This design comes from an exercise in tuning for small area, a short achievable clock period and few clock cycles per item on the open sky130 flow, not from production work.
The RTL was checked by simulation tests, not by an equivalence proof against the original design.

File: design/flow/config.mk
export PLATFORM = sky130hd
export DESIGN_NAME = radix_codec_engine
export DESIGN_NICKNAME = radix_codec_engine
export VERILOG_FILES = /design/flow/design.v
export SDC_FILE = /design/flow/constraint.sdc
export NUM_CORES = 4
export LEC_CHECK = 0
export CAP_MARGIN = 20
export CORE_MARGIN = 2
export CORE_UTILIZATION = 40
export SLEW_MARGIN = 20
File: design/flow/constraint.sdc
create_clock -name core_clock -period 100.0 [get_ports {clk}]
set_input_delay 20.0000 -clock core_clock [delete_from_list [all_inputs] [get_ports {clk}]]
set_output_delay 20.0000 -clock core_clock [all_outputs]
set_load 0.01 [all_outputs]
File: design/flow/design.v
module rce_vw_check (
    input  wire [135:0] vw,
    output reg          legal
);
    wire [2:0]   tag = vw[135:133];
    wire [4:0]   len = vw[132:128];
    wire [127:0] p   = vw[127:0];
    reg          pad_zero;
    integer      i;
    always @* begin
        pad_zero = 1'b1;
        for (i = 0; i < 16; i = i + 1)
            if (i >= len && p[127-8*i -: 8] != 8'h00)
                pad_zero = 1'b0;
    end
    always @* begin
        case (tag)
            3'b000:  legal = (len == 5'd0) && (p == 128'd0);               
            3'b001:  legal = (len == 5'd0) && (p[127:1] == 127'd0);        
            3'b010:  legal = (len == 5'd0) && (p[127:64] == 64'd0);        
            3'b011:  legal = (len == 5'd0) && (p == 128'd0);               
            3'b100:  legal = (len <= 5'd16) && pad_zero;                   
            3'b101:  legal = (len == 5'd0) && (p[127:8] == 120'd0) && (p[7:0] != 8'h00);  
            3'b110:  legal = (len == 5'd0) && (p == 128'd0);               
            default: legal = 1'b0;                                         
        endcase
    end
endmodule
module rce_coerce_int (
    input  wire [135:0] vw,
    output reg  [1:0]   cls,
    output reg  [63:0]  n
);
    localparam USE = 2'd0, PROP = 2'd1, VERR = 2'd2, NERR = 2'd3;
    wire [2:0]   tag = vw[135:133];
    wire [4:0]   len = vw[132:128];
    reg          neg;
    reg          txt_ok;
    reg  [63:0]  acc;
    reg  [7:0]   c;
    integer      i;
    always @* begin
        neg    = (len != 5'd0) && (vw[127:120] == 8'h2D);
        txt_ok = (len != 5'd0) && (len <= 5'd16) && !(neg && len == 5'd1);
        acc    = 64'd0;
        for (i = 0; i < 16; i = i + 1) begin
            c = vw[127-8*i -: 8];
            if (i < len && !(i == 0 && neg)) begin
                if (c >= 8'h30 && c <= 8'h39)
                    acc = acc * 64'd10 + {60'd0, c[3:0]};
                else
                    txt_ok = 1'b0;
            end
        end
    end
    always @* begin
        n = 64'd0;
        case (tag)
            3'b000: cls = USE;                        
            3'b001: cls = VERR;                       
            3'b010: begin cls = USE; n = vw[63:0]; end  
            3'b011: cls = NERR;                       
            3'b100: begin                             
                cls = txt_ok ? USE : VERR;
                n   = neg ? (64'd0 - acc) : acc;
            end
            3'b101: cls = PROP;                       
            default: cls = VERR;                      
        endcase
    end
endmodule
module rce_coerce_digits (
    input  wire [135:0] vw,
    output reg  [1:0]   cls,
    output reg  [4:0]   slen,
    output reg  [127:0] str
);
    localparam USE = 2'd0, PROP = 2'd1, VERR = 2'd2, NERR = 2'd3;
    wire [2:0]  tag = vw[135:133];
    wire [63:0] n   = vw[63:0];
    reg  [39:0]  bcd;
    reg  [4:0]   ndig;
    reg  [127:0] dstr;
    integer      i, j;
    always @* begin
        bcd = 40'd0;
        for (i = 33; i >= 0; i = i - 1) begin
            for (j = 0; j < 10; j = j + 1)
                if (bcd[4*j +: 4] >= 4'd5)
                    bcd[4*j +: 4] = bcd[4*j +: 4] + 4'd3;
            bcd = {bcd[38:0], n[i]};
        end
        ndig = 5'd1;
        for (j = 1; j < 10; j = j + 1)
            if (bcd[4*j +: 4] != 4'd0)
                ndig = j[4:0] + 5'd1;
        dstr = 128'd0;
        for (i = 0; i < 10; i = i + 1)
            for (j = 0; j < 10; j = j + 1)
                if (i < ndig && j == ndig - 1 - i)
                    dstr[127-8*i -: 8] = {4'h3, bcd[4*j +: 4]};
    end
    always @* begin
        slen = 5'd0;
        str  = 128'd0;
        case (tag)
            3'b000: begin cls = USE; slen = 5'd1; str[127:120] = 8'h30; end  
            3'b001: cls = VERR;                                              
            3'b010: begin                                                    
                if (n[63] || n >= 64'd10000000000)
                    cls = NERR;       
                else begin
                    cls  = USE;
                    slen = ndig;
                    str  = dstr;
                end
            end
            3'b011: cls = NERR;                                              
            3'b100: begin cls = USE; slen = vw[132:128]; str = vw[127:0]; end  
            3'b101: cls = PROP;                                              
            default: cls = VERR;                                             
        endcase
    end
endmodule
module rce_radix_decode (
    input  wire [4:0]   slen,
    input  wire [127:0] str,
    input  wire [1:0]   rc,
    output reg          err,
    output reg  [63:0]  n
);
    reg  [39:0] u;
    reg  [7:0]  c;
    reg  [4:0]  v;        
    integer     i;
    always @* begin
        err = (slen == 5'd0) || (slen > 5'd10);
        u   = 40'd0;
        for (i = 0; i < 10; i = i + 1) begin
            if (i < slen) begin
                c = str[127-8*i -: 8];
                if (c >= 8'h30 && c <= 8'h39)
                    v = {1'b1, c[3:0]};
                else if (c >= 8'h41 && c <= 8'h46)
                    v = {1'b1, c[3:0] + 4'd9};
                else
                    v = 5'd0;
                case (rc)
                    2'b01:   begin if (!v[4] || v[3:0] > 4'd1) err = 1'b1; u = {u[38:0], v[0]};   end
                    2'b10:   begin if (!v[4] || v[3:0] > 4'd7) err = 1'b1; u = {u[36:0], v[2:0]}; end
                    default: begin if (!v[4])                  err = 1'b1; u = {u[35:0], v[3:0]}; end
                endcase
            end
        end
        case (rc)
            2'b01:   n = {{54{u[9]}},  u[9:0]};
            2'b10:   n = {{34{u[29]}}, u[29:0]};
            default: n = {{24{u[39]}}, u[39:0]};
        endcase
    end
endmodule
module rce_radix_encode (
    input  wire [63:0]  n,
    input  wire [1:0]   rc,
    input  wire         use_places,
    input  wire [63:0]  places,
    output reg          err,
    output reg  [4:0]   slen,
    output reg  [127:0] str
);
    reg  [39:0] u;
    reg  [3:0]  d [0:9];
    reg  [4:0]  ndig;
    reg  [3:0]  dsel;
    integer     i, k;
    always @* begin
        case (rc)
            2'b01: begin
                err = !((n[63:9]  == {55{1'b0}}) || (n[63:9]  == {55{1'b1}}));
                u   = {30'd0, n[9:0]};
            end
            2'b10: begin
                err = !((n[63:29] == {35{1'b0}}) || (n[63:29] == {35{1'b1}}));
                u   = {10'd0, n[29:0]};
            end
            default: begin
                err = !((n[63:39] == {25{1'b0}}) || (n[63:39] == {25{1'b1}}));
                u   = n[39:0];
            end
        endcase
        for (k = 0; k < 10; k = k + 1) begin
            case (rc)
                2'b01:   d[k] = {3'd0, u[k]};
                2'b10:   d[k] = {1'b0, u[3*k +: 3]};
                default: d[k] = u[4*k +: 4];
            endcase
        end
        ndig = 5'd1;
        for (k = 1; k < 10; k = k + 1)
            if (d[k] != 4'd0)
                ndig = k[4:0] + 5'd1;
        slen = ndig;
        if (use_places) begin
            if (places[63] || places > 64'd10 || places[4:0] < ndig)
                err = 1'b1;
            slen = places[4:0];
        end
        str = 128'd0;
        for (i = 0; i < 10; i = i + 1) begin
            dsel = 4'd0;
            for (k = 0; k < 10; k = k + 1)
                if (k == slen - 1 - i)
                    dsel = d[k];
            if (i < slen)
                str[127-8*i -: 8] = (dsel < 4'd10) ? {4'h3, dsel} : {4'h4, dsel - 4'd9};
        end
    end
endmodule
module rce_alu48 (
    input  wire [3:0]  op,
    input  wire [63:0] x,
    input  wire [63:0] y,
    output reg         err,
    output reg  [47:0] r
);
    wire        x_in = (x[63:48] == 16'd0);
    wire        y_in = (y[63:48] == 16'd0);
    wire signed [63:0] k = y;
    wire        k_ok = (k <= 64'sd53) && (k >= -64'sd53);
    reg  signed [7:0]  amt;
    reg  [100:0] wide;
    always @* begin
        err  = 1'b0;
        r    = 48'd0;
        amt  = 8'sd0;
        wide = 101'd0;
        case (op)
            4'h8: begin err = !x_in || !y_in; r = x[47:0] & y[47:0]; end
            4'h9: begin err = !x_in || !y_in; r = x[47:0] | y[47:0]; end
            4'hA: begin err = !x_in || !y_in; r = x[47:0] ^ y[47:0]; end
            default: begin
                amt = (op == 4'hC) ? -$signed(y[7:0]) : $signed(y[7:0]);
                if (!x_in || !k_ok)
                    err = 1'b1;
                else if (amt >= 0) begin
                    wide = {53'd0, x[47:0]} << amt;
                    err  = (wide[100:48] != 53'd0);
                    r    = wide[47:0];
                end else
                    r = x[47:0] >> (-amt);
            end
        endcase
    end
endmodule
module rce_exec (
    input  wire [279:0] cw,
    output reg  [139:0] rw
);
    localparam USE = 2'd0, PROP = 2'd1, VERR = 2'd2, NERR = 2'd3;
    localparam OP_DEC  = 4'h1, OP_ENC  = 4'h2, OP_ENCP = 4'h3, OP_CVT  = 4'h4;
    localparam OP_BAND = 4'h8, OP_BOR  = 4'h9, OP_BXOR = 4'hA, OP_BLSH = 4'hB,
               OP_BRSH = 4'hC;
    wire [3:0]   op   = cw[279:276];
    wire [1:0]   rin  = cw[275:274];
    wire [1:0]   rout = cw[273:272];
    wire [135:0] a    = cw[271:136];
    wire [135:0] b    = cw[135:0];
    wire a_legal, b_legal;
    rce_vw_check u_chk_a (.vw(a), .legal(a_legal));
    rce_vw_check u_chk_b (.vw(b), .legal(b_legal));
    wire is_digit_op = (op == OP_DEC) || (op == OP_CVT);
    wire is_enc_op   = (op == OP_ENC) || (op == OP_ENCP) || (op == OP_CVT);
    wire one_operand = (op == OP_DEC) || (op == OP_ENC)  || (op == OP_CVT);
    wire op_legal    = is_digit_op || is_enc_op ||
                       (op >= OP_BAND && op <= OP_BRSH);
    wire rin_ok      = is_digit_op ? (rin  != 2'b00) : (rin  == 2'b00);
    wire rout_ok     = is_enc_op   ? (rout != 2'b00) : (rout == 2'b00);
    wire b_ok        = one_operand ? (b == 136'd0) : b_legal;
    wire wf          = op_legal && rin_ok && rout_ok && a_legal && b_ok;
    wire [1:0]   cd_cls;
    wire [4:0]   cd_len;
    wire [127:0] cd_str;
    rce_coerce_digits u_cd (.vw(a), .cls(cd_cls), .slen(cd_len), .str(cd_str));
    wire [1:0]   ca_cls, cb_cls;
    wire [63:0]  na, nb;
    rce_coerce_int u_ca (.vw(a), .cls(ca_cls), .n(na));
    rce_coerce_int u_cb (.vw(b), .cls(cb_cls), .n(nb));
    wire         dec_err;
    wire [63:0]  dec_n;
    rce_radix_decode u_dec (.slen(cd_len), .str(cd_str), .rc(rin),
                            .err(dec_err), .n(dec_n));
    wire         enc_err;
    wire [4:0]   enc_len;
    wire [127:0] enc_str;
    rce_radix_encode u_enc (.n((op == OP_CVT) ? dec_n : na), .rc(rout),
                            .use_places(op == OP_ENCP), .places(nb),
                            .err(enc_err), .slen(enc_len), .str(enc_str));
    wire         alu_err;
    wire [47:0]  alu_r;
    rce_alu48 u_alu (.op(op), .x(na), .y(nb), .err(alu_err), .r(alu_r));
    reg  [1:0]   c1, c2;
    reg  [135:0] v;
    always @* begin
        c1 = is_digit_op ? cd_cls : ca_cls;
        c2 = one_operand ? USE : cb_cls;
        if (c1 == PROP)
            v = {3'b101, 5'd0, 120'd0, a[7:0]};
        else if (c2 == PROP)
            v = {3'b101, 5'd0, 120'd0, b[7:0]};
        else if (c1 == VERR || c2 == VERR)
            v = {3'b101, 5'd0, 120'd0, 8'h01};
        else if (c1 == NERR || c2 == NERR)
            v = {3'b101, 5'd0, 120'd0, 8'h02};
        else begin
            case (op)
                OP_DEC:
                    v = dec_err ? {3'b101, 5'd0, 120'd0, 8'h02}
                                : {3'b010, 5'd0, 64'd0, dec_n};
                OP_ENC, OP_ENCP:
                    v = enc_err ? {3'b101, 5'd0, 120'd0, 8'h02}
                                : {3'b100, enc_len, enc_str};
                OP_CVT:
                    v = (dec_err || enc_err) ? {3'b101, 5'd0, 120'd0, 8'h02}
                                             : {3'b100, enc_len, enc_str};
                default:
                    v = alu_err ? {3'b101, 5'd0, 120'd0, 8'h02}
                                : {3'b010, 5'd0, 64'd0, 16'd0, alu_r};
            endcase
        end
        rw = wf ? {4'h0, v} : {4'h1, 136'd0};
    end
endmodule
module radix_codec_engine (
    input  wire         clk,
    input  wire         rst,
    input  wire         cmd_valid,
    output wire         cmd_ready,
    input  wire [279:0] cmd_word,
    output wire         rsp_valid,
    input  wire         rsp_ready,
    output wire [139:0] rsp_word
);
    reg          busy;       
    reg  [139:0] rsp_q;
    wire [139:0] exec_rw;
    rce_exec u_exec (.cw(cmd_word), .rw(exec_rw));
    assign cmd_ready = !busy && !rst;
    assign rsp_valid = busy && !rst;
    assign rsp_word  = rsp_valid ? rsp_q : 140'd0;
    always @(posedge clk) begin
        if (rst)
            busy <= 1'b0;
        else if (cmd_valid && cmd_ready)
            busy <= 1'b1;
        else if (rsp_valid && rsp_ready)
            busy <= 1'b0;
    end
    always @(posedge clk)
        if (!rst && cmd_valid && cmd_ready)
            rsp_q <= exec_rw;
endmodule
File: design/flow/run.sh
#!/bin/bash
# synth_recipe.tcl (not shown) runs the flow's synth.tcl, then flattens the netlist and writes it again
# the make line also repeats each setting of config.mk as NAME=value (left out here)
make -C /OpenROAD-flow-scripts/flow DESIGN_CONFIG=/design/flow/config.mk WORK_HOME=/design/flow/orfs CLKGATE_MAP_FILE= SYNTH_SCRIPT=/design/flow/synth_recipe.tcl finish
==> notes.md <==
## cells in the mapped netlist, types with 73 or more instances
master    number  area [µm²]
nand3_1      586        2930
nor3_1       402        2010
and3_1       395        2470
nor2b_1      217        1360
a21oi_1     1774        8880
edfxtp_1     118        3540
o31ai_1      119         893
o21ai_1      124         621
a21o_1       262        1970
and2_1       434        2720
a221oi_1      73         639
xnor2_1     1281       11200
a211oi_1     193        1450
inv_2         73         274
mux2i_1      429        4290
nor4_1       177        1110
nand2b_1     267        1670
ha_1        2832       35400
mux2_2       213        2400
buf_1         96         360
nand2_1     2690       10100
nand4_1      235        1470
o211ai_1     143        1070
a21boi_0     312        2340
o22ai_1      164        1030
a31oi_1      175        1090
o21ai_0     2015       10100
nor2_1      2348        8810
clkbuf_1     634        2380
o21bai_1     299        2240
xor2_1       823        7210
o21a_1       118         886
a22oi_1      220        1650
or3_1        146         913
inv_1       1772        6650
## stage by stage
stage | utilization | hold slack [ns] | cells
finish | 0.431 | 0.738 | 29200
global route | 0.431 | 0.771 | 29200
global placement | 0.429 | 0.725 | 29100
CTS | 0.430 | 0.739 | 29100
detailed placement | 0.429 | 0.725 | 29100
floorplan | - | 0.790 | 23900
## flip-flops by register name, indices dropped and copies added, names as in the netlist
name   flops
rsp_q    118
busy       1
## critical path: cells and delay by family
kind,cells,cell delay (ns)
AOI/OAI and AO/OA,87,23.19
xor gates and xnor gates,18,5.11
adders and majority gates,40,10.36
buffers and inverters,32,5.09
muxes,9,2.32
and+or+nand+nor,84,19.79
## layout make-up
type / count / area (µm²) / area share
Inverter: 1860 / 6980 / 0.0406
Timing Repair Buffer: 786 / 6950 / 0.0404
Antenna cell: 61 / 153 / 0.000887
Multi-Input combinational cell: 21100 / 147000 / 0.856
Tap cell: 5265 / 6590 / 0.0383
Clock inverter: 13 / 169 / 0.000982
Clock buffer: 19 / 443 / 0.00257
Sequential cell: 119 / 3560 / 0.0207
## final timing paths
kind,startpoint,end,slack (ns),cells after the start
hold / removal,busy$_SDFFE_PP0P_,busy$_SDFFE_PP0P_,0.74,2
setup / recovery,cmd_word[168],rsp_q[82]$_SDFFCE_PP0P_,14.24,270
setup reg to reg,busy$_SDFFE_PP0P_,rsp_q[126]$_SDFFCE_PP0P_,97.64,3
hold reg to reg,busy$_SDFFE_PP0P_,busy$_SDFFE_PP0P_,0.74,2
## cell families after synthesis
family	count (synthesis)	synth area share
AOI/OAI and AO/OA	6977	0.277
xor gates and xnor gates	2117	0.116
adders and majority gates	2895	0.229
buffers and inverters	2668	0.0638
DFF	119	0.0222
muxes	690	0.0466
other	1	0.0000234
and+or+nand+nor	8358	0.245
## per-layer routing
layer  global-route usage  vias up  routed length [µm]
li1                     -    85700                   -
met1                0.410    81500              293000
met2                0.489     5906              284000
met3               0.0468     1208               48500
met4                0.144       54               35200
met5                    0        -                 349
==> flow_metrics.env <==
export IMPL_clock_root_buffer="clkbuf_16"
export IMPL_portBuffers=414
export IMPL_drt_total_wl_um=662000
export IMPL_first_global_vias=161000
export IMPL_final_setup_skew_ns=0.00971
export IMPL_holdCritPathClass="reg -> reg"
export IMPL_drt_first_pass_iters=9
export IMPL_grt_use_total=0.309
export IMPL_cp_common_cell="ha_1"
export IMPL_ys_warn_count=9
export IMPL_crit_fanout=54
export IMPL_clockBufferDepth=2
export IMPL_synthesis_instances=23800
export IMPL_cts_setup_buffers=0
export IMPL_num_rows=232
export IMPL_cts_max_level=4
export IMPL_drc=0
export IMPL_cts_clk_slew_worst_paths_ns=0.06
export IMPL_yosysSeqAreaShare=0.0222
export IMPL_end_kind="flop"
export IMPL_cp_arrival_ns=86.01
export IMPL_max_stage_delay_ns=0.86
export IMPL_hold_violations=0
export IMPL_timing_final_setup_violations=0
export IMPL_fin_crit_sh=0.858
export IMPL_die_y_um=637
export IMPL_grt_max_degree=118
export IMPL_mostFrequentLayoutCells="2824 x ha_1, 2689 x nand2_1, 2335 x nor2_1"
export IMPL_syn_area_per_cell_um2=6.73
export IMPL_cts_tree="yes"
export IMPL_via_per_inst=5.97
export IMPL_slew_viol_final=0
export IMPL_drive_gt1_frac=0.0481
export IMPL_ant_nets=0
export IMPL_antenna_found_initial=96
export IMPL_drt_iter0_drc=15500
export IMPL_grt_pass1_wl_um=989000
export IMPL_initial_core_util=0.402
export IMPL_wire_per_inst_um=22.7
export IMPL_final_common_cell="ha_1"
export IMPL_coreArea_um2=399000
export IMPL_overflow=0
export IMPL_ys_ff_latch=119
export IMPL_pre_cts_ws_ns=15.34
export IMPL_cp_start_kind="primary input"
export IMPL_cp_slowest_cell="a2111oi_1"
export IMPL_critical_path_class="in -> reg"
export IMPL_area_growth_pct=7.33
export IMPL_fmax_mhz=11.7
export IMPL_tightestPinTransition_ns=1.29
export IMPL_dp_hpwl_um=554000
export IMPL_design_area_um2=172000
export IMPL_dieWidth_um=637
export IMPL_slew_headroom=0.141
export IMPL_syn_area_um2=160000
export IMPL_async_flop_share=0
export IMPL_status="no timing/DRC/antenna violations"
export IMPL_vias=174000
export IMPL_synth_top_flop_cell="edfxtp_1"
export IMPL_n_fill_cell=42200
export IMPL_cap_viol_max_count=0
export IMPL_gp_congestion=1.05
export IMPL_fin_ws_ns=14.24
export IMPL_cts_buffers=17
export IMPL_synth_edff_count=118
export IMPL_dieArea_um2=406000
export IMPL_clkLatencyLatePin_ns=0.43
export IMPL_final_nets=27000
export IMPL_post_cts_resized=0
export IMPL_ys_types=153
export IMPL_cts_sink_count=119
export IMPL_cp_data_required_time_ns=100.26
export IMPL_tns_ns=0
export IMPL_rsz0062_at_grt="false"
export IMPL_boundaryPins=426
export IMPL_place_area_um2=171000
export IMPL_holdBufCountCts=0
export IMPL_final_min_clock_period_ns=85.76
Testbench counts, summed over its fixed seeds: cycles 48,000, items 24,000.

afterwards: timing with drivers on the ports:
The flow's constraints put no driver on any port. The routed layout listed below was extracted and timed again, unchanged, in two steps.
Step 1 assumes that a clkbuf_16 drives the clock port and a buf_2 every other input.
Step 2, shift: input delay + t, output delay - t, t = (earliest + latest rising clock arrival at the registers) / 2. This alone moves slack from input paths to output paths.
Three values: no drivers, after step 1, after step 2; two values: the first two.
shift t [ns]: 0.464
slack for setup (ns): 14.243 / 14.236 / 13.773
clock arrival spread, ns: 0.013 / 0.013
worst slew at a driven data input, ns: 0.37
pins driven straight from the clock port: 1
After both steps setup and hold are still met in this run. The setup slack of this run moves by -0.007 ns with the drivers and by -0.470 ns with both steps.
